This design comes from an exercise in tuning for small area, a short achievable clock period and few clock cycles per item on the open sky130 flow, not from production work. Where RTL was checked, it was by simulation tests only, not by an equivalence proof against the original. Only the layout flow was run in runs 2 to 5; the RTL was not checked for function there. Power figures rest on the tool's default switching activity, not on a simulated workload.

<file path="design.v">
module fcodec_rx (
    input  wire        clk,
    input  wire        rst,
    input  wire        host_req,
    input  wire        host_we,
    input  wire [11:0] host_addr,
    input  wire [15:0] host_wdata,
    output wire        host_ack,
    output reg  [15:0] host_rdata,
    input  wire        rx_valid,
    input  wire        rx_fail,
    input  wire [7:0]  rx_data,
    output wire        rx_ready
);
    localparam [1:0] PH_IDLE   = 2'd0;
    localparam [1:0] PH_RECV   = 2'd1;
    localparam [1:0] PH_FAILED = 2'd2;
    localparam [1:0] PH_DEC    = 2'd3;
    localparam [3:0] ST_OK     = 4'h0;
    localparam [3:0] ST_TRUNC  = 4'h2;
    localparam [3:0] ST_INTEG  = 4'h3;
    localparam [3:0] ST_XPORT  = 4'h4;
    localparam [3:0] ST_BADHDR = 4'h5;
    localparam [3:0] ST_BADLEN = 4'h6;
    localparam [3:0] ST_INPROG = 4'hE;
    localparam [3:0] ST_NONE   = 4'hF;
    reg [1:0] phase;
    reg [2:0] operr;
    reg [3:0] rx_status;
    reg [8:0] rx_nbytes;
    reg [8:0] rx_count;
    reg [7:0] rx_len, rx_cmd, rx_ctrl, rx_csum_exp, rx_csum_rcv;
    reg       rx_valid_r;
    reg [8:0] trk_m;
    reg [7:0] trk_sum;
    reg [7:0] trk_last;
    reg [2:0] rot;
    reg [7:0] lo [0:7];
    reg [7:0] hi [0:2];
    reg [7:0] ring [0:247];
    reg [8:0] pf_addr;
    reg [7:0] pf_data;
    reg       pf_ok;
    reg [8:0] ma;
    wire ph_idle = (phase == PH_IDLE);
    wire ph_recv = (phase == PH_RECV);
    wire ph_fail = (phase == PH_FAILED);
    wire ph_dec  = (phase == PH_DEC);
    wire host_rxf  = (host_addr[11:9] == 3'b010);
    wire host_ring = host_rxf && !host_addr[8] && (host_addr[7:3] != 5'd0);
    wire wr_wait   = host_ring && (host_addr[2:0] != rot);
    wire pf_match  = (pf_addr == host_addr[8:0]);
    reg  cnt_ok;      
    assign host_ack = !ph_dec && !(host_rxf && (host_we ? (!host_addr[8] && (host_addr[7:3] != 5'd0) && (host_addr[2:0] != rot))
                                                      : !(pf_ok && pf_match)));
    assign rx_ready = ph_recv && cnt_ok;
    wire host_wr   = host_req && host_we && host_ack;
    wire rx_step   = rx_valid && rx_ready;
    wire step_byte = rx_step && !rx_fail;
    wire step_fail = rx_step && rx_fail;
    wire       is_rxf_addr = host_rxf && (host_addr[8:0] <= 9'd258);
    wire       rxf_hwr     = host_wr && is_rxf_addr && ph_idle;
    wire [7:0] hdr0  = lo[0];
    wire [7:0] hdr1  = lo[1];
    wire [7:0] len_b = lo[2];
    wire [8:0] count_inc  = rx_count + 9'd1;
    wire       frame_done = step_byte && (rx_count >= 9'd3) && (rx_count == {1'b0, len_b} + 9'd3);
    wire       buf_we    = ph_recv ? step_byte : rxf_hwr;
    wire [8:0] buf_waddr = ph_recv ? rx_count : host_addr[8:0];
    wire [7:0] buf_wdata = ph_recv ? rx_data : host_wdata[7:0];
    reg        pw_we;
    reg  [4:0] pw_bank;
    reg  [7:0] pw_data;
    always @(posedge clk) begin
        if (rst)
            pw_we <= 1'b0;
        else
            pw_we <= buf_we && !buf_waddr[8] && (buf_waddr[7:3] != 5'd0);
        pw_bank <= buf_waddr[7:3];
        pw_data <= buf_wdata;
    end
    always @(posedge clk) begin
        if (rst)
            rot <= 3'd0;
        else
            rot <= rot + 3'd1;
    end
    always @(posedge clk) begin
        if (buf_we && buf_waddr[8:3] == 6'd0)
            lo[buf_waddr[2:0]] <= buf_wdata;
        if (buf_we && buf_waddr[8] && buf_waddr[7:2] == 6'd0 && buf_waddr[1:0] != 2'd3)
            hi[buf_waddr[1:0]] <= buf_wdata;
    end
    genvar gb, gk;
    generate
        for (gb = 1; gb < 32; gb = gb + 1) begin : g_ring
            for (gk = 0; gk < 7; gk = gk + 1) begin : g_slot
                always @(posedge clk)
                    ring[(gb - 1) * 8 + gk] <= ring[(gb - 1) * 8 + gk + 1];
            end
            always @(posedge clk)
                ring[(gb - 1) * 8 + 7] <= (pw_we && pw_bank == gb) ? pw_data : ring[(gb - 1) * 8];
        end
    endgenerate
    function [7:0] fixed_rd(input [8:0] a);
        begin
            if (a[8])
                fixed_rd = (a[7:2] == 6'd0 && a[1:0] != 2'd3) ? hi[a[1:0]] : 8'd0;
            else
                fixed_rd = lo[a[2:0]];
        end
    endfunction
    wire       ma_fixed = ma[8] || (ma[7:3] == 5'd0);
    wire       ma_avail = ma_fixed || (ma[2:0] == rot);
    wire [7:0] ma_data  = ma_fixed ? fixed_rd(ma) : ring[(ma[7:3] - 5'd1) * 8 + 1];
    wire       walk     = ph_dec && (trk_m != rx_nbytes);
    wire       rd_req   = host_req && !host_we && host_rxf && !ph_dec;
    wire [8:0] req_addr = ph_dec ? trk_m : host_addr[8:0];
    wire       req      = rd_req || walk;
    wire       req_eq   = (pf_addr == req_addr);
    wire       req_hit  = req && pf_ok && req_eq;
    wire       req_miss = req && !req_eq;
    wire       req_fix  = req_addr[8] || (req_addr[7:3] == 5'd0);
    reg  [8:0] pf_addr_n, ma_n;
    reg  [7:0] pf_data_n;
    reg        pf_ok_n;
    always @(*) begin
        pf_addr_n = pf_addr;
        pf_data_n = pf_data;
        pf_ok_n   = pf_ok;
        ma_n      = ma;
        if (req_miss) begin
            pf_addr_n = req_addr;
            if (req_fix) begin
                pf_data_n = fixed_rd(req_addr);
                pf_ok_n   = 1'b1;
                ma_n      = req_addr + 9'd1;
            end else begin
                pf_ok_n   = 1'b0;
                ma_n      = req_addr;
            end
        end else if (req_hit || !pf_ok) begin
            pf_addr_n = ma;
            if (ma_avail) begin
                pf_data_n = ma_data;
                pf_ok_n   = 1'b1;
                ma_n      = ma + 9'd1;
            end else begin
                pf_ok_n   = 1'b0;
                ma_n      = ma;
            end
        end
        if (buf_we && buf_waddr == pf_addr_n) begin
            pf_ok_n = 1'b0;
            ma_n    = pf_addr_n;
        end
    end
    always @(posedge clk) begin
        pf_data <= pf_data_n;
        if (rst) begin
            pf_addr <= 9'd0;
            pf_ok   <= 1'b0;
            ma      <= 9'd0;
        end else begin
            pf_addr <= pf_addr_n;
            pf_ok   <= pf_ok_n;
            ma      <= ma_n;
        end
    end
    wire       trk_wr    = buf_we || (walk && req_hit);
    wire [8:0] trk_idx   = ph_dec ? trk_m : buf_waddr;
    wire [7:0] trk_byte  = ph_dec ? pf_data : buf_wdata;
    wire [8:0] trk_m1    = trk_m - 9'd1;
    wire [8:0] dec_n    = frame_done ? count_inc : rx_nbytes;
    wire [7:0] dec_sumx = frame_done ? (trk_sum + trk_last) : trk_sum;
    wire [7:0] dec_rcv  = frame_done ? rx_data : trk_last;
    wire [8:0] flen     = {1'b0, len_b} + 9'd4;
    wire [7:0] dec_exp  = 8'd0 - dec_sumx;
    reg  [3:0] chk_code;
    reg        chk_fail;
    always @(*) begin
        chk_fail = 1'b1;
        chk_code = ST_OK;
        if (dec_n < 9'd6)                         chk_code = ST_TRUNC;
        else if (hdr0 != 8'hAA || hdr1 != 8'hAA)  chk_code = ST_BADHDR;
        else if (len_b < 8'd2)                    chk_code = ST_BADLEN;
        else if (dec_n < flen)                    chk_code = ST_TRUNC;
        else if (dec_n > flen)                    chk_code = ST_BADLEN;
        else                                      chk_fail = 1'b0;
    end
    task automatic publish;
        begin
            phase <= PH_IDLE;
            if (chk_fail) begin
                rx_len      <= 8'd0;
                rx_cmd      <= 8'd0;
                rx_ctrl     <= 8'd0;
                rx_csum_exp <= 8'd0;
                rx_csum_rcv <= 8'd0;
                rx_valid_r  <= 1'b0;
                rx_status   <= chk_code;
            end else if (dec_exp == dec_rcv) begin
                rx_len      <= len_b;
                rx_cmd      <= lo[3];
                rx_ctrl     <= lo[4];
                rx_csum_exp <= dec_rcv;
                rx_csum_rcv <= dec_rcv;
                rx_valid_r  <= 1'b1;
                rx_status   <= ST_OK;
            end else begin
                rx_len      <= 8'd0;
                rx_cmd      <= 8'd0;
                rx_ctrl     <= 8'd0;
                rx_csum_exp <= dec_exp;
                rx_csum_rcv <= dec_rcv;
                rx_valid_r  <= 1'b0;
                rx_status   <= ST_INTEG;
            end
        end
    endtask
    wire [3:0] op_code  = host_wdata[3:0];
    wire       op_write = host_wr && (host_addr == 12'h000);
    wire       op_legal = (host_wdata[15:4] == 12'd0) &&
                          ((op_code <= 4'h5) || (op_code == 4'hF));
    wire       cnt_clr  = op_write && op_legal &&
                          ((op_code == 4'hF) || (op_code == 4'h4 && !ph_recv && !ph_fail));
    wire [8:0] count_nx = cnt_clr ? 9'd0 : (step_byte ? count_inc : rx_count);
    always @(posedge clk) begin
        if (rst)
            cnt_ok <= 1'b1;
        else
            cnt_ok <= count_nx[8] || (count_nx[7:3] == 5'd0) || (count_nx[2:0] == rot + 3'd1);
    end
    always @(posedge clk) begin
        if (rst) begin
            phase       <= PH_IDLE;
            operr       <= 3'd0;
            rx_status   <= ST_NONE;
            rx_nbytes   <= 9'd0;
            rx_count    <= 9'd0;
            rx_len      <= 8'd0;
            rx_cmd      <= 8'd0;
            rx_ctrl     <= 8'd0;
            rx_csum_exp <= 8'd0;
            rx_csum_rcv <= 8'd0;
            rx_valid_r  <= 1'b0;
            trk_m       <= 9'd0;
            trk_sum     <= 8'd0;
            trk_last    <= 8'd0;
        end else begin
            if (trk_wr) begin
                if (trk_idx == 9'd0) begin
                    trk_m    <= 9'd1;
                    trk_sum  <= 8'd0;
                    trk_last <= trk_byte;
                end else if (trk_idx == trk_m) begin
                    trk_m    <= trk_m + 9'd1;
                    if (trk_m >= 9'd4)
                        trk_sum <= trk_sum + trk_last;
                    trk_last <= trk_byte;
                end else if (trk_idx == trk_m1) begin
                    trk_last <= trk_byte;
                end else if (trk_idx >= 9'd3 && trk_idx < trk_m) begin
                    trk_m   <= 9'd0;
                    trk_sum <= 8'd0;
                end
            end
            if (step_byte) begin
                rx_count <= count_inc;
                if (frame_done) begin
                    rx_nbytes <= count_inc;
                    publish;
                end
            end else if (step_fail) begin
                rx_nbytes <= rx_count;
                phase     <= PH_FAILED;
                rx_status <= ST_XPORT;
            end
            if (ph_dec && trk_m == rx_nbytes)
                publish;
            if (host_wr && host_addr == 12'h00A && ph_idle)
                rx_nbytes <= (host_wdata[8:0] > 9'd259) ? 9'd259 : host_wdata[8:0];
            if (op_write) begin
                if (!op_legal) begin
                    operr <= 3'd1;
                end else if (op_code == 4'hF) begin
                    operr       <= 3'd0;
                    phase       <= PH_IDLE;
                    rx_status   <= ST_NONE;
                    rx_nbytes   <= 9'd0;
                    rx_count    <= 9'd0;
                    rx_len      <= 8'd0;
                    rx_cmd      <= 8'd0;
                    rx_ctrl     <= 8'd0;
                    rx_csum_exp <= 8'd0;
                    rx_csum_rcv <= 8'd0;
                    rx_valid_r  <= 1'b0;
                end else if (op_code == 4'h4 || op_code == 4'h5) begin
                    if (ph_recv) begin
                        operr <= 3'd2;
                    end else if (ph_fail) begin
                        operr <= 3'd3;
                    end else begin
                        operr <= 3'd0;
                        if (op_code == 4'h4) begin
                            rx_count    <= 9'd0;
                            rx_len      <= 8'd0;
                            rx_cmd      <= 8'd0;
                            rx_ctrl     <= 8'd0;
                            rx_csum_exp <= 8'd0;
                            rx_csum_rcv <= 8'd0;
                            rx_valid_r  <= 1'b0;
                            rx_status   <= ST_INPROG;
                            phase       <= PH_RECV;
                        end else if (chk_fail || trk_m == rx_nbytes) begin
                            publish;
                        end else begin
                            phase <= PH_DEC;
                            if (trk_m > rx_nbytes) begin
                                trk_m   <= 9'd3;
                                trk_sum <= 8'd0;
                            end
                        end
                    end
                end else begin
                    operr <= 3'd0;
                end
            end
        end
    end
    wire [7:0] rx_plen = rx_valid_r ? (rx_len - 8'd2) : 8'd0;
    wire [1:0] ra = host_addr[1:0];
    reg  [8:0] g0, g2, g3, g4;
    always @(*) begin
        case (ra)
            2'd1:    g0 = {2'd0, operr, ph_fail, 1'b0, ph_recv, 1'b0};
            2'd3:    g0 = {5'd0, rx_status};
            default: g0 = 9'd0;
        endcase
        case (ra)
            2'd2:    g2 = rx_nbytes;
            2'd3:    g2 = rx_count;
            default: g2 = 9'd0;
        endcase
        case (ra)
            2'd0:    g3 = {1'b0, rx_len};
            2'd1:    g3 = {1'b0, rx_cmd};
            2'd2:    g3 = {1'b0, rx_ctrl};
            default: g3 = {1'b0, rx_plen};
        endcase
        case (ra)
            2'd0:    g4 = {1'b0, rx_csum_exp};
            2'd1:    g4 = {1'b0, rx_csum_rcv};
            2'd2:    g4 = {8'd0, rx_valid_r};
            default: g4 = 9'd0;
        endcase
    end
    wire [8:0] reg_rd = ({9{host_addr[4:2] == 3'd0}} & g0) | ({9{host_addr[4:2] == 3'd2}} & g2) |
                        ({9{host_addr[4:2] == 3'd3}} & g3) | ({9{host_addr[4:2] == 3'd4}} & g4);
    wire host_regs = (host_addr[11:5] == 7'd0);
    always @(*) begin
        host_rdata       = 16'h0000;
        host_rdata[8:0]  = ({9{host_regs}} & reg_rd) | ({9{host_rxf}} & {1'b0, pf_data});
    end
endmodule
</file>
<file path="flow/run.sh">
#!/bin/bash
# Layout: the standard ORFS flow (standard.sh), changed only in the
# clock tree options: clkbuf_8 sink buffers in larger sink clusters, and no
# dummy loads. ORFS writes each step's log under orfs/logs/; make's own
# output goes to flow_make.log.
set -euo pipefail
CTS="-sink_clustering_enable -repair_clock_nets -dont_use_dummy_load"
CTS="$CTS -buf_list sky130_fd_sc_hd__clkbuf_8 -sink_buffer_max_cap_derate 1.0"
CTS="$CTS -sink_clustering_size 18 -sink_clustering_max_diameter 50"
bash standard.sh "CTS_ARGS=$CTS" finish > flow_make.log 2>&1
</file>
<file path="standard.sh">
#!/bin/bash
# synth_recipe.tcl (not shown) runs the flow's synth.tcl, then flattens the netlist and writes it again
# the make line also repeats each setting of config.mk as NAME=value (left out here)
make -C /OpenROAD-flow-scripts/flow DESIGN_CONFIG=/design/flow/config.mk WORK_HOME=/design/flow/orfs CLKGATE_MAP_FILE= SYNTH_SCRIPT=/design/flow/synth_recipe.tcl "${@:-finish}"
</file>
<file path="config.mk">
export PLATFORM = sky130hd
export DESIGN_NAME = fcodec_rx
export DESIGN_NICKNAME = fcodec_rx
export VERILOG_FILES = /design/flow/design.v
export SDC_FILE = /design/flow/constraint.sdc
export NUM_CORES = 4
export LEC_CHECK = 0
export CAP_MARGIN = 20
export CORE_MARGIN = 2
export CORE_UTILIZATION = 40
export PLACE_DENSITY = 0.6
export SETUP_SLACK_MARGIN = 5
export SLEW_MARGIN = 20
</file>
<file path="constraint.sdc">
create_clock -name core_clock -period 10.0 [get_ports {clk}]
set_input_delay 2.0000 -clock core_clock [delete_from_list [all_inputs] [get_ports {clk}]]
set_output_delay 2.0000 -clock core_clock [all_outputs]
set_load 0.01 [all_outputs]
</file>
==> results.sh, run 1 <==
export IMPL_synth_top_area_share_pct=70.4
export IMPL_finalSetupViolCount=0
export IMPL_synthArstFlopShare_pct=0
export IMPL_synth_area_leaders="dfxtp_1 70%, mux2_2 5.4%, edfxtp_1 4.8%"
export IMPL_pre_cts_slack_ns=2.88
export IMPL_rsz0062_at_grt="yes"
export IMPL_r2r_start="phase[1]"
export IMPL_switching_share_pct=21.1
export IMPL_sequentialPowerShare_pct=67.5
export IMPL_hold_path_class="flop to flop"
export IMPL_yosysSeqAreaShare_pct=75.2
export IMPL_die_area_mm2=0.153
export IMPL_yosys_warnings=2
export IMPL_startpoint_type="primary input"
export IMPL_clock_sinks=2212
export IMPL_tritoncts="built"
export IMPL_p_sw_mw=2.80
export IMPL_fin_crit_ns=5.44
export IMPL_n_fill_cell=13500
export IMPL_fmax_mhz=184
export IMPL_port_buffers=52
export IMPL_grt_pass1_vias=31300
export IMPL_syn_cell_area_mm2=0.0601
export IMPL_start_util_pct=40.2
export IMPL_finalHoldViolations=0
export IMPL_placed_cell_area_mm2=0.0631
export IMPL_mostFrequentLayoutCell="dfxtp_1"
export IMPL_cap_violations=0
export IMPL_crit_path_start="host_addr[1]"
export IMPL_p_clk_share_pct=29.8
export IMPL_outcome="no timing/DRC/antenna violations"
export IMPL_p_per_area_mw_per_mm2=199
export IMPL_antenna_found_initial=4
export IMPL_dieHeight_um=392
export IMPL_drive_gt1_share_pct=17.2
export IMPL_syn_to_final_growth_pct=10.8
export IMPL_crit_required_ns=8.00
export IMPL_setup_ws_ns=4.56
export IMPL_drt_iter0_drc=2272
export IMPL_via_per_inst=4.93
export IMPL_io_pins=60
export IMPL_synth_cell_types=96
export IMPL_dp_cells=6287
export IMPL_synth_top_cell_by_area="dfxtp_1"
export IMPL_antenna_left=0
export IMPL_stdcell_count=6532
export IMPL_grt_max_degree=50
export IMPL_critPathCaptureType="output pin"
export IMPL_cts_clk_slew_worst_paths_ns=0.10
export IMPL_cts_hold_buf=0
export IMPL_relSlewSlack_pct=24.8
export IMPL_first_pass_iters=6
export IMPL_most_common_layout_cells="2,108 x dfxtp_1, 284 x mux2_2, 229 x nand2_1"
export IMPL_rr_worst_depth=22
export IMPL_finalSetupTns_ns=0
export IMPL_fin_crit_sh_pct=54.4
export IMPL_tightest_slew_ns=1.13
export IMPL_finalInstanceArea_mm2=0.0666
export IMPL_fin_skew_ns=0.117
export IMPL_drt_total_wl_um=146000
export IMPL_crit_fanout=6
export IMPL_globalplace_congestion=0.916
export IMPL_hpwl_um=96600
export IMPL_drv_slew=0
export IMPL_nets=4611
export IMPL_overflow=0
export IMPL_whs_ns=0.259
export IMPL_worstPathArrival_ns=3.44
export IMPL_p_comb_share_pct=2.7
export IMPL_synth_edff_count=96
export IMPL_grt_usage_pct=18.8
export IMPL_cts_made_buffers=160
export IMPL_coreArea_mm2=0.150
export IMPL_routed_via_count=32200
export IMPL_wl_per_cell_um=22.4
export IMPL_crit_type="primary input to output pin"
export IMPL_clock_root_buffer="clkbuf_8"
export IMPL_die_x_um=392
export IMPL_rows=142
export IMPL_clock_latency_ns=0.92
export IMPL_hold_path_startpoint="ring[150][0]"
export IMPL_holdPathStages=0
export IMPL_cts_buffer_depth=3
export IMPL_yosys_register_bits=2212
export IMPL_drc=0
export IMPL_avgSynthCellArea_um2=13.9
export IMPL_vdd_ir_drop_max_uv=159
export IMPL_syn_inst=4331
export IMPL_synth_ff_type="dfxtp_1"
export IMPL_grt_pass1_wl_um=210000
export IMPL_static_leakage_power_nw=25.4
export IMPL_internal_power_mw=10.5
export IMPL_cts_max_level=4
## final cells by class
type / count / area, µm² / area share [%]
flip-flops and latches: 2212 / 45300 / 67.9
repair buffers: 183 / 1720 / 2.57
inverters: 57 / 224 / 0.336
multi-input cells: 1902 / 14700 / 22.1
well taps: 2016 / 2520 / 3.79
clock buffers: 160 / 2200 / 3.30
diodes: 2 / 5.00 / 0.00751
## cells in the mapped netlist, types with 9 or more instances
cell type,count
and3_1,22
o221ai_1,16
o22ai_1,23
clkbuf_1,123
a21oi_1,116
nand4_1,38
and2_1,11
nor3b_1,10
a221oi_1,40
buf_4,12
nand3_1,69
nand2b_1,19
or3_1,17
dfxtp_1,2116
o211ai_1,10
a31oi_1,28
nand3b_1,9
mux2_2,287
a311oi_1,10
edfxtp_1,96
or4_1,13
nor2_1,184
nand2_1,233
xor2_1,46
ha_1,52
xnor2_1,76
buf_2,18
a22o_1,63
nor3_1,50
mux4_2,17
a211oi_1,21
mux2i_1,102
nor4_1,21
inv_1,54
buf_1,19
o21ai_0,105
nor2b_1,14
a22oi_1,30
## metrics by stage
step | util [%] | power (mW)
floorplan | - | 9.33
global placement | 42.2 | 9.48
detailed placement | 42.2 | 9.48
CTS | 44.2 | 13.4
global route | 44.5 | 13.7
finish | 44.5 | 13.3
## critical path, stage by stage
cell,delay [ns]
buf_8,0.10
buf_12,0.13
buf_4,0.13
buf_6,0.11
xor2_2,0.17
nor4_2,0.17
nand3_1,0.19
a31oi_1,0.26
buf_2,0.18
## logic make-up (layout without fill, tap and decap cells)
kind of cell / Yosys count / count (layout) / synth area share (%)
and+or+nand+nor: 749 / 756 / 6.08
DFF: 2212 / 2212 / 75.2
adders and majority gates: 53 / 53 / 1.12
other: 1 / 9 / 0.00624
muxes: 411 / 411 / 7.84
xor gates and xnor gates: 125 / 125 / 1.89
buffers and inverters: 230 / 400 / 1.56
AOI/OAI and AO/OA: 550 / 550 / 6.27
## power by group through the flow
stage          combinational (mW)  clock, mW  sequential, mW
3_5_place_dp                0.328          0            9.15
2_1_floorplan               0.226          0            9.11
4_1_cts                     0.348       4.08            8.95
6_report                    0.356       3.96            8.95
3_3_place_gp                0.326          0            9.16
5_1_grt                     0.378       4.39            8.96
## flip-flops by register name, indices dropped and copies added, names as in the netlist, 2 cells and up, named ones only
name	flops
hi	24
lo	64
ma	9
operr	2
pf_addr	9
pf_data	8
phase	2
pw_bank	5
pw_data	8
ring	1984
rot	3
rx_cmd	8
rx_count	9
rx_csum_exp	8
rx_csum_rcv	8
rx_ctrl	8
rx_len	8
rx_nbytes	9
rx_status	4
trk_last	8
trk_m	9
trk_sum	8
## final timing paths
path | end | slack [ns]
max | host_ack | 4.56
max reg2reg | rx_status[0] | 5.15
min | ring[149][0] | 0.26
min reg2reg | ring[149][0] | 0.26
## repair_timing
action | 4_1_cts | 5_1_grt
pin swaps | 37 | 43
endpoints found under the hold margin | 0 | 0
cloned | 7 | 3
setup endpoints to repair | 119 | 92
buffers inserted | 35 | 38
resized for setup | 176 | 55
## routing by layer
metal | part of all wire (%) | GRT usage (%) | vias to the layer above
met5 | 0 | 0 | -
met4 | 3.9 | 7.98 | 0
met3 | 5.0 | 3.24 | 272
met2 | 45 | 29.3 | 980
met1 | 46 | 25.7 | 15800
li1 | - | - | 15200
Testbench counts, summed over its fixed seeds: cycles 83,193, frames 960.
==> inputs of run 2 (changes only) <==
--- a/design.v
+++ b/design.v
@@ -117,10 +117,9 @@
     wire       rd_req   = host_req && !host_we && host_rxf && !ph_dec;
     wire [8:0] req_addr = ph_dec ? trk_m : host_addr[8:0];
     wire       req      = rd_req || walk;
-    wire       req_eq   = (pf_addr == req_addr);
+    wire       req_eq   = ph_dec ? (pf_addr == trk_m) : pf_match;
     wire       req_hit  = req && pf_ok && req_eq;
     wire       req_miss = req && !req_eq;
-    wire       req_fix  = req_addr[8] || (req_addr[7:3] == 5'd0);
     reg  [8:0] pf_addr_n, ma_n;
     reg  [7:0] pf_data_n;
     reg        pf_ok_n;
@@ -131,14 +130,8 @@
         ma_n      = ma;
         if (req_miss) begin
             pf_addr_n = req_addr;
-            if (req_fix) begin
-                pf_data_n = fixed_rd(req_addr);
-                pf_ok_n   = 1'b1;
-                ma_n      = req_addr + 9'd1;
-            end else begin
-                pf_ok_n   = 1'b0;
-                ma_n      = req_addr;
-            end
+            pf_ok_n   = 1'b0;
+            ma_n      = req_addr;
         end else if (req_hit || !pf_ok) begin
             pf_addr_n = ma;
             if (ma_avail) begin
==> run.sh (new file) <==
#!/bin/bash
# synth_recipe.tcl (not shown) runs the flow's synth.tcl, then flattens the netlist and writes it again
# the make line also repeats each setting of config.mk as NAME=value (left out here)
make -C /OpenROAD-flow-scripts/flow DESIGN_CONFIG=/design/flow/config.mk WORK_HOME=/design/flow/orfs CLKGATE_MAP_FILE= SYNTH_SCRIPT=/design/flow/synth_recipe.tcl finish
--- a/config.mk
+++ b/config.mk
@@ -8,6 +8,8 @@
 export CAP_MARGIN = 20
 export CORE_MARGIN = 2
 export CORE_UTILIZATION = 40
+export CTS_CLUSTER_DIAMETER = 80
+export CTS_CLUSTER_SIZE = 28
 export PLACE_DENSITY = 0.6
 export SETUP_SLACK_MARGIN = 5
 export SLEW_MARGIN = 20
removed: flow/run.sh
removed: standard.sh
==> results.sh, run 2 <==
export IMPL_drc=0
export IMPL_hpwl_um=91300
export IMPL_rr_worst_depth=20
export IMPL_avgSynthCellArea_um2=14.0
export IMPL_yosys_warnings=2
export IMPL_r2r_start="rx_count[6]"
export IMPL_startpoint_type="primary input"
export IMPL_r2r_slack_ns=4.90
export IMPL_max_flop_register="ring"
export IMPL_crit_required_ns=8.00
export IMPL_synth_area_leaders="dfxtp_1 71%, mux2_2 5.1%, edfxtp_1 4.9%"
export IMPL_fin_total_pwr_mw=14.9
export IMPL_overflow=0
export IMPL_die_x_um=389
export IMPL_via_per_inst=4.95
export IMPL_start_util_pct=40.2
export IMPL_antenna_left=0
export IMPL_drv_slew=0
export IMPL_finalHoldViolations=0
export IMPL_fin_crit_sh_pct=54.5
export IMPL_synth_ff_type="dfxtp_1"
export IMPL_clock_latency_ns=0.72
export IMPL_yosysSeqAreaShare_pct=76.2
export IMPL_grt_pass1_vias=30300
export IMPL_critPathCaptureType="output pin"
export IMPL_first_pass_iters=5
export IMPL_most_common_layout_cells="2,108 x dfxtp_1, 267 x mux2_2, 191 x nand2_1"
export IMPL_crit_fanout=5
export IMPL_stdcell_count=6387
export IMPL_drt_iter0_drc=2336
export IMPL_drt_total_wl_um=139000
export IMPL_p_per_area_mw_per_mm2=221
export IMPL_port_buffers=52
export IMPL_rr_endpoint="rx_cmd[7]"
export IMPL_largest_reg_flops=1984
export IMPL_fmax_mhz=184
export IMPL_syn_cell_area_mm2=0.0594
export IMPL_synth_top_cell_by_area="dfxtp_1"
export IMPL_met3_usage_pct=2.58
export IMPL_synthMostInstantiatedCell="dfxtp_1"
export IMPL_grt_pass1_wl_um=204000
export IMPL_routed_via_count=31600
export IMPL_cts_buffer_depth=3
export IMPL_yosys_top_cells_count="2,116 x dfxtp_1, 268 x mux2_2, 212 x nand2_1, 192 x nor2_1, 148 x a21oi_1"
export IMPL_coreArea_mm2=0.148
export IMPL_cts_hold_buf=0
export IMPL_cts_max_level=3
export IMPL_syn_to_final_growth_pct=13.5
export IMPL_use_met2_pct=28.6
export IMPL_tightest_slew_ns=1.26
export IMPL_grt_busiest_layer="met2"
export IMPL_synth_cell_types=97
export IMPL_synth_top_area_share_pct=71.3
export IMPL_n_fill_cell=13100
export IMPL_io_pins=60
export IMPL_drive_gt1_share_pct=18.4
export IMPL_fin_crit_ns=5.45
export IMPL_gr_usage_met1_pct=25.3
export IMPL_grt_max_degree=56
export IMPL_vdd_ir_drop_max_uv=136
export IMPL_finalSetupViolCount=0
export IMPL_clock_root_buffer="clkbuf_16"
export IMPL_synth_edff_count=96
export IMPL_dp_cells=6149
export IMPL_finalSetupTns_ns=0
export IMPL_antenna_found_initial=5
export IMPL_cts_clk_slew_worst_paths_ns=0.10
export IMPL_yosys_register_bits=2212
export IMPL_tritoncts="built"
export IMPL_hold_path_class="flop to flop"
export IMPL_crit_type="primary input to output pin"
export IMPL_globalplace_congestion=0.914
export IMPL_worstPathArrival_ns=3.45
export IMPL_clock_sinks=2212
export IMPL_crit_path_end="host_rdata[0]"
export IMPL_grt_usage_pct=18.0
export IMPL_die_area_mm2=0.152
export IMPL_synthArstFlopShare_pct=0
export IMPL_mostFrequentLayoutCell="dfxtp_1"
export IMPL_outcome="no timing/DRC/antenna violations"
export IMPL_fin_skew_ns=0.0466
export IMPL_dieHeight_um=389
export IMPL_hold_path_startpoint="ring[98][3]"
export IMPL_syn_inst=4239
export IMPL_cap_violations=0
export IMPL_wl_per_cell_um=21.8
export IMPL_rsz0062_at_grt="yes"
export IMPL_nets=4518
export IMPL_rows=141
export IMPL_static_leakage_power_nw=25.9
export IMPL_relSlewSlack_pct=15.6
export IMPL_cts_made_buffers=96
export IMPL_crit_path_start="host_addr[1]"
run 2: changes by cell type in the layout (fill, tap and decap cells not counted), moves of 21 or more:
| cell | delta |
|---|---|
| a22o_1 | -52 |
| a22oi_1 | +30 |
| buf_4 | +24 |
| buf_6 | +21 |
| clkbuf_16 | +101 |
| clkbuf_8 | -159 |
| nand2_1 | -38 |
| o21ai_0 | -21 |
run 2: cell families (layout without fill, tap and decap cells):
group / after synthesis / count (layout) / synth area share [%]
AO/OA/AOI/OAI: 510 / 513 / 5.89
XOR/XNOR: 116 / 116 / 1.76
adder cells (fa/ha/maj): 53 / 53 / 1.13
buffers and inverters: 221 / 423 / 1.54
flip-flops: 2212 / 2212 / 76.2
multiplexers: 387 / 387 / 7.47
other: 1 / 10 / 0.00631
AND/OR/NAND/NOR: 739 / 743 / 6.04
run 2: critical path: stages:
cell and delay, ns:
buf_12 0.12, buf_12 0.14, buf_6 0.12, mux2i_1 0.10
o21ai_1 0.24, a32oi_1 0.16, o21ai_1 0.13, a21oi_2 0.10
o21ai_4 0.20, buf_6 0.13
run 2: metal layers:
metal  up-vias  part of all wire, %
li1      14800                    -
met1     15700                   47
met2       829                   45
met3       260                  4.2
met4         0                  3.6
met5         -                    0
run 2: layout make-up:
class	count	area, µm²	share of cell area [%]
Inverter	68	255	0.379
Antenna cell	3	7.51	0.0111
Sequential cell	2212	45300	67.1
Clock inverter	20	352	0.522
Clock buffer	108	2540	3.77
Multi-Input combinational cell	1819	14400	21.4
Timing Repair Buffer	227	2190	3.25
Tap cell	1930	2410	3.58
run 2: what timing repair did:
item                       4_1_cts  5_1_grt
pin swaps                       70       67
setup endpoints to repair      113       90
setup buffers                   66       26
gates cloned                    13        2
gates resized for setup        271      114
run 2: worst min-delay path by stage:
stage               depth (start not counted)  slack [ns]      endpoint
floorplan                                   0        0.31  ring[100][0]
global placement                            0        0.31   ring[98][7]
detailed placement                          0        0.31  ring[102][0]
CTS                                         0        0.31   ring[97][3]
global route                                0        0.32   ring[97][3]
finish                                      0        0.31   ring[97][3]
run 2: through the flow:
stage	setup WS (ns)	hold slack (ns)	util, %	area, µm²
after CTS	4.55	0.305	45.2	66700
after floorplan	3.89	0.310	-	59600
after global placement	2.25	0.310	42.3	62400
after global routing	4.42	0.317	45.6	67400
after detailed placement	2.11	0.312	42.3	62400
final	4.55	0.314	45.7	67400
run 2: where the power goes:
group	switching, mW	leakage (nW)	internal, mW
Sequential	0.125	17.9	8.94
Combinational	0.805	6.55	0.444
Clock	2.67	1.40	1.90
Total	3.60	25.9	11.3
==> inputs of run 3 (changes only) <==
--- a/design.v
+++ b/design.v
@@ -120,6 +120,7 @@
     wire       req_eq   = ph_dec ? (pf_addr == trk_m) : pf_match;
     wire       req_hit  = req && pf_ok && req_eq;
     wire       req_miss = req && !req_eq;
+    wire       req_fix  = req_addr[8] || (req_addr[7:3] == 5'd0);
     reg  [8:0] pf_addr_n, ma_n;
     reg  [7:0] pf_data_n;
     reg        pf_ok_n;
@@ -130,8 +131,14 @@
         ma_n      = ma;
         if (req_miss) begin
             pf_addr_n = req_addr;
-            pf_ok_n   = 1'b0;
-            ma_n      = req_addr;
+            if (req_fix) begin
+                pf_data_n = fixed_rd(req_addr);
+                pf_ok_n   = 1'b1;
+                ma_n      = req_addr + 9'd1;
+            end else begin
+                pf_ok_n   = 1'b0;
+                ma_n      = req_addr;
+            end
         end else if (req_hit || !pf_ok) begin
             pf_addr_n = ma;
             if (ma_avail) begin
@@ -322,34 +329,23 @@
         end
     end
     wire [7:0] rx_plen = rx_valid_r ? (rx_len - 8'd2) : 8'd0;
-    wire [1:0] ra = host_addr[1:0];
-    reg  [8:0] g0, g2, g3, g4;
+    wire [2:0] rg = host_addr[4:2];
+    wire [8:0] c0 = ({9{rg == 3'd3}} & {1'b0, rx_len}) | ({9{rg == 3'd4}} & {1'b0, rx_csum_exp});
+    wire [8:0] c1 = ({9{rg == 3'd0}} & {2'd0, operr, ph_fail, 1'b0, ph_recv, 1'b0}) |
+                    ({9{rg == 3'd3}} & {1'b0, rx_cmd}) | ({9{rg == 3'd4}} & {1'b0, rx_csum_rcv});
+    wire [8:0] c2 = ({9{rg == 3'd2}} & rx_nbytes) | ({9{rg == 3'd3}} & {1'b0, rx_ctrl}) |
+                    ({9{rg == 3'd4}} & {8'd0, rx_valid_r});
+    wire [8:0] c3 = ({9{rg == 3'd0}} & {5'd0, rx_status}) | ({9{rg == 3'd2}} & rx_count) |
+                    ({9{rg == 3'd3}} & {1'b0, rx_plen});
+    reg  [8:0] reg_rd;
     always @(*) begin
-        case (ra)
-            2'd1:    g0 = {2'd0, operr, ph_fail, 1'b0, ph_recv, 1'b0};
-            2'd3:    g0 = {5'd0, rx_status};
-            default: g0 = 9'd0;
-        endcase
-        case (ra)
-            2'd2:    g2 = rx_nbytes;
-            2'd3:    g2 = rx_count;
-            default: g2 = 9'd0;
-        endcase
-        case (ra)
-            2'd0:    g3 = {1'b0, rx_len};
-            2'd1:    g3 = {1'b0, rx_cmd};
-            2'd2:    g3 = {1'b0, rx_ctrl};
-            default: g3 = {1'b0, rx_plen};
-        endcase
-        case (ra)
-            2'd0:    g4 = {1'b0, rx_csum_exp};
-            2'd1:    g4 = {1'b0, rx_csum_rcv};
-            2'd2:    g4 = {8'd0, rx_valid_r};
-            default: g4 = 9'd0;
+        case (host_addr[1:0])
+            2'd0:    reg_rd = c0;
+            2'd1:    reg_rd = c1;
+            2'd2:    reg_rd = c2;
+            default: reg_rd = c3;
         endcase
     end
-    wire [8:0] reg_rd = ({9{host_addr[4:2] == 3'd0}} & g0) | ({9{host_addr[4:2] == 3'd2}} & g2) |
-                        ({9{host_addr[4:2] == 3'd3}} & g3) | ({9{host_addr[4:2] == 3'd4}} & g4);
     wire host_regs = (host_addr[11:5] == 7'd0);
     always @(*) begin
         host_rdata       = 16'h0000;
==> results.sh, run 3 <==
export IMPL_outcome="no timing/DRC/antenna violations"
export IMPL_synth_edff_count=96
export IMPL_die_x_um=392
export IMPL_yosys_warnings=2
export IMPL_nets=4624
export IMPL_cts_buffer_depth=3
export IMPL_grt_pass1_vias=30900
export IMPL_cp_slowest_stage_delay_ns=0.38
export IMPL_synthMostInstantiatedCell="dfxtp_1"
export IMPL_drive_gt1_share_pct=17.9
export IMPL_r2r_start="lo[2][0]"
export IMPL_sequentialPowerShare_pct=63.4
export IMPL_antenna_found_initial=2
export IMPL_rsz0062_at_grt="yes"
export IMPL_most_common_layout_cells="2,108 x dfxtp_1, 282 x mux2_2, 235 x nand2_1"
export IMPL_fin_crit_sh_pct=55.0
export IMPL_yosys_register_bits=2212
export IMPL_startpoint_type="primary input"
export IMPL_fin_crit_ns=5.50
export IMPL_rows=142
export IMPL_pre_cts_slack_ns=2.81
export IMPL_cts_clk_slew_worst_paths_ns=0.09
export IMPL_stdcell_count=6571
export IMPL_synth_ff_type="dfxtp_1"
export IMPL_rr_worst_depth=23
export IMPL_overflow=0
export IMPL_tightest_slew_ns=1.14
export IMPL_hpwl_um=101000
export IMPL_relSlewSlack_pct=23.9
export IMPL_mostFrequentLayoutCell="dfxtp_1"
export IMPL_antenna_left=0
export IMPL_vdd_ir_drop_max_uv=158
export IMPL_synth_top_area_share_pct=70.5
export IMPL_drt_total_wl_um=150000
export IMPL_p_sw_mw=3.16
export IMPL_avgSynthCellArea_um2=13.8
export IMPL_cap_violations=0
export IMPL_holdPathStages=0
export IMPL_yosysSeqAreaShare_pct=75.3
export IMPL_synth_area_leaders="dfxtp_1 70%, mux2_2 5.3%, edfxtp_1 4.8%"
export IMPL_cts_made_buffers=96
export IMPL_clock_root_buffer="clkbuf_16"
export IMPL_clock_sinks=2212
export IMPL_p_comb_share_pct=4.6
export IMPL_tritoncts="built"
export IMPL_critPathCaptureType="output pin"
export IMPL_via_per_inst=4.98
export IMPL_max_flop_register="ring"
export IMPL_clock_latency_ns=0.74
export IMPL_fin_skew_ns=0.0503
export IMPL_diodes=0
export IMPL_internal_power_mw=11.0
export IMPL_drc=0
export IMPL_fmax_mhz=182
export IMPL_setup_ws_ns=4.50
export IMPL_yosys_top_cells_count="2,116 x dfxtp_1, 282 x mux2_2, 243 x nand2_1, 216 x nor2_1, 140 x a21oi_1"
export IMPL_finalHoldViolations=0
export IMPL_p_per_area_mw_per_mm2=209
export IMPL_fin_util_pct=45.5
export IMPL_worstPathArrival_ns=3.50
export IMPL_grt_pass1_wl_um=216000
export IMPL_drv_slew=0
export IMPL_switching_share_pct=22.3
export IMPL_path_cells="buf_16 > nor3b_4 > buf_6 > clkbuf_16 > a221o_1 > a221oi_4 > o31ai_4 > buf_2"
export IMPL_crit_type="primary input to output pin"
export IMPL_syn_to_final_growth_pct=13.1
export IMPL_largest_reg_flops=1984
export IMPL_min_to="ring[211][3]"
export IMPL_dp_cells=6345
export IMPL_synthArstFlopShare_pct=0
export IMPL_slowest_stage="a221o_1"
export IMPL_port_buffers=52
export IMPL_hold_path_class="flop to flop"
export IMPL_die_area_mm2=0.153
export IMPL_static_leakage_power_nw=26.0
export IMPL_r2r_slack_ns=5.25
export IMPL_p_clk_share_pct=32.0
export IMPL_io_pins=60
export IMPL_start_util_pct=40.2
export IMPL_rr_endpoint="rx_ctrl[6]"
export IMPL_finalSetupTns_ns=0
export IMPL_routed_via_count=32700
export IMPL_synth_top_cell_by_area="dfxtp_1"
export IMPL_crit_fanout=5
export IMPL_coreArea_mm2=0.149
export IMPL_first_pass_iters=6
export IMPL_path_delay_family="compound AO/OA/AOI/OAI gates"
export IMPL_grt_usage_pct=19.2
export IMPL_drt_iter0_drc=2635
export IMPL_syn_inst=4360
export IMPL_crit_required_ns=8.00
export IMPL_grt_max_degree=48
export IMPL_wl_per_cell_um=22.9
export IMPL_dieHeight_um=392
export IMPL_fin_total_pwr_mw=14.2
export IMPL_finalSetupViolCount=0
export IMPL_hold_path_startpoint="ring[212][3]"
export IMPL_critPathBufInv=4
export IMPL_globalplace_congestion=0.927
export IMPL_synth_cell_types=88
export IMPL_cts_max_level=3
export IMPL_syn_cell_area_mm2=0.0601
[run 3: layer usage]
metal  track usage, %  vias to the layer above  share of wire (%)
met4             6.83                        0                3.8
li1                 -                    15300                  -
met2             29.0                     1000                 43
met1             28.1                    16200                 48
met5                0                        -                  0
met3             2.79                      248                5.4
[run 3: worst max path at each step]
stage	cells after the start	from	slack (ns)	to
2_1_floorplan	21	rx_valid	4.47	rx_cmd[0]
6_report	8	host_addr[4]	4.50	host_rdata[2]
5_1_grt	8	host_addr[4]	4.46	host_rdata[6]
3_5_place_dp	7	host_addr[4]	2.81	host_rdata[7]
3_3_place_gp	15	rx_valid	2.70	rx_ctrl[0]
4_1_cts	8	host_addr[4]	4.60	host_rdata[0]
[run 3: kinds of logic after synthesis]
kind of cell / Yosys count / synth area share (%)
buffers and inverters: 220 / 1.48
other: 1 / 0.00624
adders and majority gates: 54 / 1.13
AOI/OAI and AO/OA: 571 / 6.75
muxes: 366 / 7.03
xor gates and xnor gates: 119 / 1.80
and+or+nand+nor: 817 / 6.50
DFF: 2212 / 75.3
[run 3: worst register-to-register path: cells and delay by family (launching register included)]
kind | cells | cell delay (ns)
flops | 1 | 0.65
compound gates | 8 | 1.30
buf+inv | 5 | 0.78
simple gates | 7 | 1.16
xor+xnor | 1 | 0.19
fa+ha+maj | 2 | 0.52
[run 3: power groups by stage]
| stage | clock network (mW) | logic (mW) | registers (mW) |
|---|---|---|---|
| floorplan | 0 | 0.385 | 9.14 |
| global placement | 0 | 0.599 | 9.19 |
| detailed placement | 0 | 0.603 | 9.19 |
| CTS | 4.65 | 0.629 | 8.98 |
| global route | 4.96 | 0.685 | 8.99 |
| finish | 4.54 | 0.648 | 8.99 |
[run 3: stage by stage]
stage	cell area, µm²	hold slack [ns]
after floorplan	60600	0.310
after global placement	63400	0.310
after detailed placement	63400	0.312
after CTS	67200	0.306
after global routing	68000	0.320
final	68000	0.314
[run 3: area by class of cell]
cell class / count / area, µm²
inverter: 44 / 165
sequential: 2212 / 45300
timing repair buffer: 239 / 2360
multi-input combinational: 1936 / 14800
fill: 13300 / 81500
clock inverter: 20 / 348
clock buffer: 104 / 2490
tap: 2016 / 2520
[run 3: what timing repair did]
action	4_1_cts	5_1_grt
gates cloned	7	5
endpoints found under the setup margin	175	83
hold buffers	0	0
setup buffers	53	37
pin swaps	45	52
resized for setup	197	67
==> inputs of run 4 (changes only) <==
--- a/design.v
+++ b/design.v
@@ -50,10 +50,9 @@
     wire host_ring = host_rxf && !host_addr[8] && (host_addr[7:3] != 5'd0);
     wire wr_wait   = host_ring && (host_addr[2:0] != rot);
     wire pf_match  = (pf_addr == host_addr[8:0]);
-    reg  cnt_ok;      
-    assign host_ack = !ph_dec && !(host_rxf && (host_we ? (!host_addr[8] && (host_addr[7:3] != 5'd0) && (host_addr[2:0] != rot))
-                                                      : !(pf_ok && pf_match)));
-    assign rx_ready = ph_recv && cnt_ok;
+    wire cnt_wait  = !rx_count[8] && (rx_count[7:3] != 5'd0) && (rx_count[2:0] != rot);
+    assign host_ack = !ph_dec && !(host_ring && (host_we ? (host_addr[2:0] != rot) : !(pf_ok && pf_match)));
+    assign rx_ready = ph_recv && !cnt_wait;
     wire host_wr   = host_req && host_we && host_ack;
     wire rx_step   = rx_valid && rx_ready;
     wire step_byte = rx_step && !rx_fail;
@@ -114,13 +113,16 @@
     wire       ma_avail = ma_fixed || (ma[2:0] == rot);
     wire [7:0] ma_data  = ma_fixed ? fixed_rd(ma) : ring[(ma[7:3] - 5'd1) * 8 + 1];
     wire       walk     = ph_dec && (trk_m != rx_nbytes);
-    wire       rd_req   = host_req && !host_we && host_rxf && !ph_dec;
+    wire       rd_host  = host_req && !host_we && host_rxf && !ph_dec;
+    wire       rd_fix   = rd_host && !host_ring;            
+    wire       rd_req   = rd_host && host_ring;             
     wire [8:0] req_addr = ph_dec ? trk_m : host_addr[8:0];
     wire       req      = rd_req || walk;
-    wire       req_eq   = ph_dec ? (pf_addr == trk_m) : pf_match;
+    wire       req_eq   = (pf_addr == req_addr);
     wire       req_hit  = req && pf_ok && req_eq;
     wire       req_miss = req && !req_eq;
-    wire       req_fix  = req_addr[8] || (req_addr[7:3] == 5'd0);
+    wire [8:0] fix_nx   = host_addr[8:0] + 9'd1;
+    wire       nx_fixed = fix_nx[8] || (fix_nx[7:3] == 5'd0);
     reg  [8:0] pf_addr_n, ma_n;
     reg  [7:0] pf_data_n;
     reg        pf_ok_n;
@@ -129,17 +131,15 @@
         pf_data_n = pf_data;
         pf_ok_n   = pf_ok;
         ma_n      = ma;
-        if (req_miss) begin
+        if (rd_fix && !(pf_match && !ma_fixed && ma_avail)) begin
+            pf_addr_n = fix_nx;
+            pf_ok_n   = 1'b0;
+            ma_n      = nx_fixed ? fix_nx + 9'd1 : fix_nx;
+        end else if (req_miss) begin
             pf_addr_n = req_addr;
-            if (req_fix) begin
-                pf_data_n = fixed_rd(req_addr);
-                pf_ok_n   = 1'b1;
-                ma_n      = req_addr + 9'd1;
-            end else begin
-                pf_ok_n   = 1'b0;
-                ma_n      = req_addr;
-            end
-        end else if (req_hit || !pf_ok) begin
+            pf_ok_n   = 1'b0;
+            ma_n      = req_addr;
+        end else if (rd_fix || req_hit || !pf_ok) begin
             pf_addr_n = ma;
             if (ma_avail) begin
                 pf_data_n = ma_data;
@@ -222,15 +222,6 @@
     wire       op_write = host_wr && (host_addr == 12'h000);
     wire       op_legal = (host_wdata[15:4] == 12'd0) &&
                           ((op_code <= 4'h5) || (op_code == 4'hF));
-    wire       cnt_clr  = op_write && op_legal &&
-                          ((op_code == 4'hF) || (op_code == 4'h4 && !ph_recv && !ph_fail));
-    wire [8:0] count_nx = cnt_clr ? 9'd0 : (step_byte ? count_inc : rx_count);
-    always @(posedge clk) begin
-        if (rst)
-            cnt_ok <= 1'b1;
-        else
-            cnt_ok <= count_nx[8] || (count_nx[7:3] == 5'd0) || (count_nx[2:0] == rot + 3'd1);
-    end
     always @(posedge clk) begin
         if (rst) begin
             phase       <= PH_IDLE;
@@ -329,26 +320,27 @@
         end
     end
     wire [7:0] rx_plen = rx_valid_r ? (rx_len - 8'd2) : 8'd0;
-    wire [2:0] rg = host_addr[4:2];
-    wire [8:0] c0 = ({9{rg == 3'd3}} & {1'b0, rx_len}) | ({9{rg == 3'd4}} & {1'b0, rx_csum_exp});
-    wire [8:0] c1 = ({9{rg == 3'd0}} & {2'd0, operr, ph_fail, 1'b0, ph_recv, 1'b0}) |
-                    ({9{rg == 3'd3}} & {1'b0, rx_cmd}) | ({9{rg == 3'd4}} & {1'b0, rx_csum_rcv});
-    wire [8:0] c2 = ({9{rg == 3'd2}} & rx_nbytes) | ({9{rg == 3'd3}} & {1'b0, rx_ctrl}) |
-                    ({9{rg == 3'd4}} & {8'd0, rx_valid_r});
-    wire [8:0] c3 = ({9{rg == 3'd0}} & {5'd0, rx_status}) | ({9{rg == 3'd2}} & rx_count) |
-                    ({9{rg == 3'd3}} & {1'b0, rx_plen});
     reg  [8:0] reg_rd;
     always @(*) begin
-        case (host_addr[1:0])
-            2'd0:    reg_rd = c0;
-            2'd1:    reg_rd = c1;
-            2'd2:    reg_rd = c2;
-            default: reg_rd = c3;
+        case (host_addr[4:0])
+            5'h01:   reg_rd = {2'd0, operr, ph_fail, 1'b0, ph_recv, 1'b0};
+            5'h03:   reg_rd = {5'd0, rx_status};
+            5'h0A:   reg_rd = rx_nbytes;
+            5'h0B:   reg_rd = rx_count;
+            5'h0C:   reg_rd = {1'b0, rx_len};
+            5'h0D:   reg_rd = {1'b0, rx_cmd};
+            5'h0E:   reg_rd = {1'b0, rx_ctrl};
+            5'h0F:   reg_rd = {1'b0, rx_plen};
+            5'h10:   reg_rd = {1'b0, rx_csum_exp};
+            5'h11:   reg_rd = {1'b0, rx_csum_rcv};
+            5'h12:   reg_rd = {8'd0, rx_valid_r};
+            default: reg_rd = 9'd0;
         endcase
     end
     wire host_regs = (host_addr[11:5] == 7'd0);
     always @(*) begin
         host_rdata       = 16'h0000;
-        host_rdata[8:0]  = ({9{host_regs}} & reg_rd) | ({9{host_rxf}} & {1'b0, pf_data});
+        host_rdata[8:0]  = ({9{host_regs}} & reg_rd) |
+                           ({9{host_rxf}} & {1'b0, host_ring ? pf_data : fixed_rd(host_addr[8:0])});
     end
 endmodule
==> results.sh, run 4 <==
export IMPL_syn_cell_area_mm2=0.0602
export IMPL_dp_cells=6300
export IMPL_synthMostInstantiatedCell="dfxtp_1"
export IMPL_diodes=0
export IMPL_use_met2_pct=31.0
export IMPL_mostFrequentLayoutCell="dfxtp_1"
export IMPL_rr_endpoint="rx_ctrl[0]"
export IMPL_globalplace_congestion=0.933
export IMPL_crit_path_end="host_rdata[7]"
export IMPL_clock_latency_ns=0.76
export IMPL_grt_pass1_vias=30900
export IMPL_synth_cell_types=90
export IMPL_rsz0062_at_grt="yes"
export IMPL_yosysSeqAreaShare_pct=75.1
export IMPL_yosys_register_bits=2211
export IMPL_routed_via_count=32300
export IMPL_whs_ns=0.299
export IMPL_synth_top_area_share_pct=70.3
export IMPL_yosys_warnings=2
export IMPL_cts_max_level=3
export IMPL_nets=4573
export IMPL_holdPathStages=0
export IMPL_p_comb_share_pct=8.6
export IMPL_finalInstanceArea_mm2=0.0681
export IMPL_crit_required_ns=8.00
export IMPL_p_sw_mw=3.72
export IMPL_finalSetupTns_ns=0
export IMPL_fmax_mhz=171
export IMPL_drt_iter0_drc=2192
export IMPL_p_per_area_mw_per_mm2=221
export IMPL_fin_crit_ns=5.85
export IMPL_dieHeight_um=392
export IMPL_grt_usage_pct=18.9
export IMPL_crit_path_start="host_addr[7]"
export IMPL_crit_type="primary input to output pin"
export IMPL_tritoncts="built"
export IMPL_io_pins=60
export IMPL_fin_crit_sh_pct=58.5
export IMPL_die_area_mm2=0.154
export IMPL_cts_made_buffers=98
export IMPL_crit_fanout=7
export IMPL_hold_path_class="flop to flop"
export IMPL_r2r_slack_ns=5.12
export IMPL_finalHoldViolations=0
export IMPL_pre_cts_slack_ns=2.66
export IMPL_placed_cell_area_mm2=0.0635
export IMPL_sequentialPowerShare_pct=60.4
export IMPL_outcome="no timing/DRC/antenna violations"
export IMPL_overflow=0
export IMPL_hpwl_um=97500
export IMPL_rr_worst_depth=21
export IMPL_static_leakage_power_nw=26.2
export IMPL_drive_gt1_share_pct=17.8
export IMPL_most_common_layout_cells="2,102 x dfxtp_1, 274 x mux2_2, 187 x nand2_1"
export IMPL_grt_pass1_wl_um=214000
export IMPL_met3_usage_pct=2.79
export IMPL_startpoint_type="primary input"
export IMPL_first_pass_iters=6
export IMPL_cts_buffer_depth=3
export IMPL_drv_slew=0
export IMPL_clock_root_buffer="clkbuf_16"
export IMPL_grt_max_degree=59
export IMPL_synth_edff_count=96
export IMPL_largest_reg_flops=1984
export IMPL_start_util_pct=40.3
export IMPL_synth_top_cell_by_area="dfxtp_1"
export IMPL_switching_share_pct=24.7
export IMPL_finalSetupViolCount=0
export IMPL_clock_sinks=2211
export IMPL_p_clk_share_pct=31.0
export IMPL_stdcell_count=6521
export IMPL_max_flop_register="ring"
export IMPL_synth_area_leaders="dfxtp_1 70%, mux2_2 5.1%, edfxtp_1 4.8%"
export IMPL_critPathCaptureType="output pin"
export IMPL_vdd_ir_drop_max_uv=164
export IMPL_cts_clk_slew_worst_paths_ns=0.11
export IMPL_syn_inst=4323
export IMPL_internal_power_mw=11.3
export IMPL_drt_total_wl_um=148000
export IMPL_wl_per_cell_um=22.7
export IMPL_relSlewSlack_pct=25.5
export IMPL_fin_skew_ns=0.0667
export IMPL_die_x_um=392
export IMPL_drc=0
export IMPL_syn_to_final_growth_pct=13.0
export IMPL_cap_violations=0
export IMPL_r2r_start="lo[2][0]"
export IMPL_coreArea_mm2=0.150
export IMPL_yosys_top_cells_count="2,115 x dfxtp_1, 274 x mux2_2, 208 x nor2_1, 195 x nand2_1, 132 x clkbuf_1"
export IMPL_synth_ff_type="dfxtp_1"
export IMPL_gr_usage_met1_pct=25.6
export IMPL_tightest_slew_ns=1.12
export IMPL_via_per_inst=4.95
export IMPL_antenna_found_initial=2
export IMPL_grt_busiest_layer="met2"
export IMPL_synthArstFlopShare_pct=0
export IMPL_setup_ws_ns=4.15
export IMPL_port_buffers=52
export IMPL_rows=142
export IMPL_antenna_left=0
export IMPL_avgSynthCellArea_um2=13.9
export IMPL_worstPathArrival_ns=3.85
-- run 4: changes by cell type after synthesis, moves of 16 or more --
cell / previous run / this run
inv_1: 42 / 59
o21ai_0: 73 / 110
nand2_1: 243 / 195
a22oi_2: 18 / 0
mux2i_1: 66 / 87
mux4_2: 16 / 32
nor3_1: 66 / 48
a21oi_1: 140 / 122
nand2b_1: 18 / 36
-- run 4: worst min-delay path by stage --
stage                 start           end  slack [ns]
2_1_floorplan  ring[101][0]  ring[100][0]        0.31
3_3_place_gp   ring[189][7]  ring[188][7]        0.31
3_5_place_dp   ring[114][1]  ring[113][1]        0.31
4_1_cts        ring[164][7]  ring[163][7]        0.30
5_1_grt        ring[164][7]  ring[163][7]        0.30
6_report       ring[164][7]  ring[163][7]        0.30
-- run 4: layer usage --
| layer | routed length, µm | vias up | part of all wire, % |
|---|---|---|---|
| met5 | 0 | - | 0 |
| met4 | 5630 | 0 | 3.8 |
| met3 | 6510 | 285 | 4.4 |
| met1 | 67800 | 16000 | 46 |
| li1 | - | 15100 | - |
| met2 | 68300 | 852 | 46 |
-- run 4: what timing repair did --
item,CTS,global route
pin swaps,45,55
setup buffers,43,32
endpoints found under the setup margin,117,89
resized for setup,212,68
cloned,10,3
hold buffers,0,0
-- run 4: layout make-up --
cell class                      count  area [µm²]
Clock buffer                      109        2530
Inverter                           60         239
Clock inverter                     23         444
Sequential cell                  2211       45200
Multi-Input combinational cell   1900       15100
Fill cell                       13300       81500
Tap cell                         2016        2520
Timing Repair Buffer              202        1970
-- run 4: power by group through the flow --
stage          sequential (mW)  combinational, mW  clock (mW)
2_1_floorplan             9.18              0.775           0
3_3_place_gp              9.28               1.23           0
3_5_place_dp              9.27               1.23           0
4_1_cts                   9.07               1.27        4.76
5_1_grt                   9.08               1.38        5.07
6_report                  9.08               1.29        4.66
-- run 4: logic make-up after synthesis --
kind of cell	count (synthesis)	share of synthesized area (%)
compound gates	557	6.33
simple gates	750	6.14
mux	401	7.96
other cells	1	0.00623
fa+ha+maj	58	1.22
xor+xnor	121	1.76
buf+inv	224	1.52
flops	2211	75.1
-- run 4: per-stage QoR --
step                      util, %  power, mW
after global routing         45.5       15.5
after detailed placement     42.4       10.5
after global placement       42.4       10.5
after CTS                    45.1       15.1
final                        45.5       15.0
after floorplan                 -       9.95
-- run 4: critical path, stage by stage --
cell	delay, ns
buf_8	0.11
or3_4	0.39
nor3_4	0.29
nor3b_4	0.27
buf_6	0.16
a31oi_1	0.09
nor2_1	0.14
a21oi_2	0.06
o22ai_4	0.20
buf_6	0.14
==> inputs of run 5 (changes only) <==
--- a/design.v
+++ b/design.v
@@ -67,17 +67,6 @@
     wire       buf_we    = ph_recv ? step_byte : rxf_hwr;
     wire [8:0] buf_waddr = ph_recv ? rx_count : host_addr[8:0];
     wire [7:0] buf_wdata = ph_recv ? rx_data : host_wdata[7:0];
-    reg        pw_we;
-    reg  [4:0] pw_bank;
-    reg  [7:0] pw_data;
-    always @(posedge clk) begin
-        if (rst)
-            pw_we <= 1'b0;
-        else
-            pw_we <= buf_we && !buf_waddr[8] && (buf_waddr[7:3] != 5'd0);
-        pw_bank <= buf_waddr[7:3];
-        pw_data <= buf_wdata;
-    end
     always @(posedge clk) begin
         if (rst)
             rot <= 3'd0;
@@ -98,7 +87,8 @@
                     ring[(gb - 1) * 8 + gk] <= ring[(gb - 1) * 8 + gk + 1];
             end
             always @(posedge clk)
-                ring[(gb - 1) * 8 + 7] <= (pw_we && pw_bank == gb) ? pw_data : ring[(gb - 1) * 8];
+                ring[(gb - 1) * 8 + 7] <= (buf_we && buf_waddr[8:3] == gb) ? buf_wdata
+                                                                           : ring[(gb - 1) * 8];
         end
     endgenerate
     function [7:0] fixed_rd(input [8:0] a);
@@ -110,7 +100,7 @@
         end
     endfunction
     wire       ma_fixed = ma[8] || (ma[7:3] == 5'd0);
-    wire       ma_avail = ma_fixed || (ma[2:0] == rot);
+    wire       ma_avail = ma_fixed || (ma[2:0] == rot + 3'd1);
     wire [7:0] ma_data  = ma_fixed ? fixed_rd(ma) : ring[(ma[7:3] - 5'd1) * 8 + 1];
     wire       walk     = ph_dec && (trk_m != rx_nbytes);
     wire       rd_host  = host_req && !host_we && host_rxf && !ph_dec;
--- a/config.mk
+++ b/config.mk
@@ -8,8 +8,8 @@
 export CAP_MARGIN = 20
 export CORE_MARGIN = 2
 export CORE_UTILIZATION = 40
-export CTS_CLUSTER_DIAMETER = 80
-export CTS_CLUSTER_SIZE = 28
+export CTS_CLUSTER_DIAMETER = 100
+export CTS_CLUSTER_SIZE = 30
 export PLACE_DENSITY = 0.6
 export SETUP_SLACK_MARGIN = 5
 export SLEW_MARGIN = 20
==> results.sh, run 5 <==
export IMPL_outcome="no timing/DRC/antenna violations"
export IMPL_drt_iter0_drc=2615
export IMPL_crit_fanout=6
export IMPL_internal_power_mw=10.9
export IMPL_synth_xor_area_share_pct=2.01
export IMPL_fin_crit_sh_pct=57.4
export IMPL_drv_slew=0
export IMPL_max_flop_register="ring"
export IMPL_p_comb_share_pct=7.1
export IMPL_globalplace_congestion=0.896
export IMPL_synth_cell_types=86
export IMPL_p_clk_share_pct=30.1
export IMPL_dieHeight_um=389
export IMPL_most_common_layout_cells="2,099 x dfxtp_1, 311 x nand2_1, 282 x nor2_1"
export IMPL_rr_worst_depth=20
export IMPL_finalSetupTns_ns=0
export IMPL_synthAdderAreaFrac_pct=1.24
export IMPL_r2r_start="rx_count[0]"
export IMPL_whs_ns=0.306
export IMPL_yosys_top_cells_count="2,101 x dfxtp_1, 325 x nand2_1, 304 x nor2_1, 224 x o21ai_0, 210 x a21oi_1"
export IMPL_synth_top_cell_by_area="dfxtp_1"
export IMPL_synth_top_area_share_pct=70.9
export IMPL_finalInstanceArea_mm2=0.0671
export IMPL_finalHoldViolations=0
export IMPL_tightest_slew_ns=1.31
export IMPL_cts_max_level=3
export IMPL_crit_required_ns=8.00
export IMPL_hold_path_startpoint="ring[131][5]"
export IMPL_hpwl_um=98300
export IMPL_fin_crit_ns=5.74
export IMPL_cap_violations=0
export IMPL_drc=0
export IMPL_cts_hold_buf=0
export IMPL_r2r_slack_ns=4.93
export IMPL_crit_path_start="host_addr[0]"
export IMPL_hold_path_class="flop to flop"
export IMPL_synth_compound_area_share_pct=8.61
export IMPL_yosys_area_share_simple_pct=7.20
export IMPL_setup_ws_ns=4.26
export IMPL_switching_share_pct=23.5
export IMPL_clock_sinks=2197
export IMPL_syn_to_final_growth_pct=13.1
export IMPL_cts_buffer_depth=3
export IMPL_clock_root_buffer="clkbuf_16"
export IMPL_mostFrequentLayoutCell="dfxtp_1"
export IMPL_synthArstFlopShare_pct=0
export IMPL_rsz0062_at_grt="yes"
export IMPL_avgSynthCellArea_um2=13.1
export IMPL_worstPathArrival_ns=3.74
export IMPL_grt_pass1_vias=31300
export IMPL_pre_cts_slack_ns=2.23
export IMPL_largest_reg_flops=1984
export IMPL_placed_cell_area_mm2=0.0626
export IMPL_coreArea_mm2=0.147
export IMPL_crit_type="primary input to output pin"
export IMPL_wl_per_cell_um=22.2
export IMPL_start_util_pct=40.2
export IMPL_io_pins=60
export IMPL_synth_ff_type="dfxtp_1"
export IMPL_fin_skew_ns=0.0558
export IMPL_finalSetupViolCount=0
export IMPL_synth_top_family_by_area="compound AO/OA/AOI/OAI gates"
export IMPL_muxShareOfSynthArea_pct=3.39
export IMPL_synthMostInstantiatedCell="dfxtp_1"
export IMPL_clock_latency_ns=0.74
export IMPL_vdd_ir_drop_max_uv=147
export IMPL_grt_max_degree=46
export IMPL_sequentialPowerShare_pct=62.8
export IMPL_port_buffers=52
export IMPL_tritoncts="built"
export IMPL_grt_busiest_layer="met2"
export IMPL_grt_pass1_wl_um=212000
export IMPL_p_per_area_mw_per_mm2=213
export IMPL_syn_inst=4534
export IMPL_syn_cell_area_mm2=0.0593
export IMPL_via_per_inst=4.97
export IMPL_yosys_register_bits=2197
export IMPL_overflow=0
export IMPL_rows=141
export IMPL_synth_area_leaders="dfxtp_1 71%, edfxtp_1 4.9%, nand2_1 2.1%"
export IMPL_critPathCaptureType="output pin"
export IMPL_gr_usage_met1_pct=27.1
export IMPL_cts_clk_slew_worst_paths_ns=0.12
export IMPL_antenna_left=0
export IMPL_yosys_warnings=2
export IMPL_cts_made_buffers=88
export IMPL_grt_usage_pct=19.0
export IMPL_drt_total_wl_um=147000
export IMPL_drive_gt1_share_pct=11.9
export IMPL_die_x_um=389
export IMPL_synth_edff_count=96
export IMPL_die_area_mm2=0.151
export IMPL_fin_total_pwr_mw=14.3
export IMPL_first_pass_iters=5
export IMPL_relSlewSlack_pct=11.8
export IMPL_p_sw_mw=3.37
export IMPL_yosysSeqAreaShare_pct=75.8
export IMPL_use_met2_pct=29.0
export IMPL_routed_via_count=33000
export IMPL_nets=4790
export IMPL_static_leakage_power_nw=25.2
export IMPL_holdPathStages=0
export IMPL_startpoint_type="primary input"
export IMPL_met3_usage_pct=2.37
export IMPL_antenna_found_initial=5
export IMPL_fmax_mhz=174
-- run 5: cell types whose count changed after synthesis, moves of 19 or more --
cell / before / now
a21oi_1: 122 / 210
a22o_1: 37 / 63
inv_1: 59 / 78
mux2_2: 274 / 9
nand2_1: 195 / 325
nand2b_1: 36 / 6
nor2_1: 208 / 304
nor3_1: 48 / 67
o211ai_1: 9 / 32
o21ai_0: 110 / 224
-- run 5: routing by layer --
| layer | wire length (µm) | vias to the layer above | part of all wire (%) |
|---|---|---|---|
| met2 | 64300 | 854 | 44 |
| met3 | 7060 | 231 | 4.8 |
| met5 | 27 | - | 0.018 |
| met1 | 69400 | 16200 | 47 |
| li1 | - | 15800 | - |
| met4 | 6390 | 4 | 4.3 |
-- run 5: logic make-up (layout without fill, tap and decap cells) --
logic type | after synthesis | count (layout)
simple gates | 942 | 943
flops | 2197 | 2197
mux | 155 | 155
buf+inv | 264 | 433
compound gates | 789 | 789
other cells | 1 | 14
xor+xnor | 128 | 128
fa+ha+maj | 58 | 58
-- run 5: final timing paths --
path	end
max reg2reg	rx_len[5]
min	ring[130][5]
min reg2reg	ring[130][5]
max	host_rdata[6]
-- run 5: worst max-delay path, stage by stage --
cell and delay [ns]:
buf_16 0.14, ha_4 0.18, buf_6 0.12, nor2b_4 0.13, a21oi_4 0.13, o22ai_2 0.12, o41ai_4 0.32, buf_6 0.17
buf_6 0.10, a41o_1 0.13, o21ai_2 0.06, buf_2 0.14
-- run 5: what timing repair did --
action,in CTS,in global routing
endpoints found under the setup margin,296,170
gates resized for setup,198,111
buffers inserted,66,29
gates cloned,4,8
pin swaps,37,42
-- run 5: per-stage QoR --
| stage | instances | utilization, % |
|---|---|---|
| finish | 6647 | 45.5 |
| global placement | 6422 | 42.4 |
| detailed placement | 6423 | 42.4 |
| floorplan | 4540 | - |
| CTS | 6603 | 44.9 |
| global route | 6641 | 45.5 |
-- run 5: area by class of cell --
class / count / area, µm²
diodes: 7 / 17.5
clock buffers: 91 / 2220
clock inverters: 19 / 385
fillers: 13200 / 80400
inverters: 80 / 323
multi-input cells: 2080 / 14400
flip-flops and latches: 2197 / 44900
well taps: 1930 / 2410
repair buffers: 243 / 2340
-- run 5: power by group through the flow --
stage | clock (mW) | combinational [mW] | sequential (mW)
2_1_floorplan | 0 | 0.612 | 9.11
3_3_place_gp | 0 | 0.956 | 9.18
3_5_place_dp | 0 | 0.959 | 9.18
4_1_cts | 4.42 | 0.996 | 8.98
5_1_grt | 4.72 | 1.08 | 8.99
6_report | 4.31 | 1.02 | 8.98

afterwards: timing with drivers on the ports:
The flow's constraints put no driver on any port. The routed layouts listed below were extracted and timed again, unchanged, in two steps. Step 1 assumes that a clkbuf_16 drives the clock port and a buf_2 every other input. Step 2 also shifts input and output timing later by t, the mid clock arrival at the registers, as if the neighbouring blocks saw the same clock. a / b / c = no drivers / after step 1 / after step 2; a / b = the first two.
run	shift t [ns]	setup slack, ns	worst hold slack (ns)	worst setup path at the end
run 1	0.920	4.559 / 4.519 / 4.089	0.259 / 0.259 / 0.259	input to register
run 2	0.774	4.554 / 4.499 / 3.883	0.314 / 0.314 / 0.314	input to register
run 3	0.792	4.496 / 4.430 / 4.300	0.314 / 0.314 / 0.314	input to register
run 4	0.804	4.154 / 3.990 / 3.990	0.299 / 0.299 / 0.299	input to output
run 5	0.789	4.265 / 4.198 / 3.834	0.306 / 0.306 / 0.306	input to register
After both steps setup and hold are still met in every run listed. The setup slack of run 2, which loses most, moves by -0.055 ns with the drivers and by -0.671 ns with both steps.
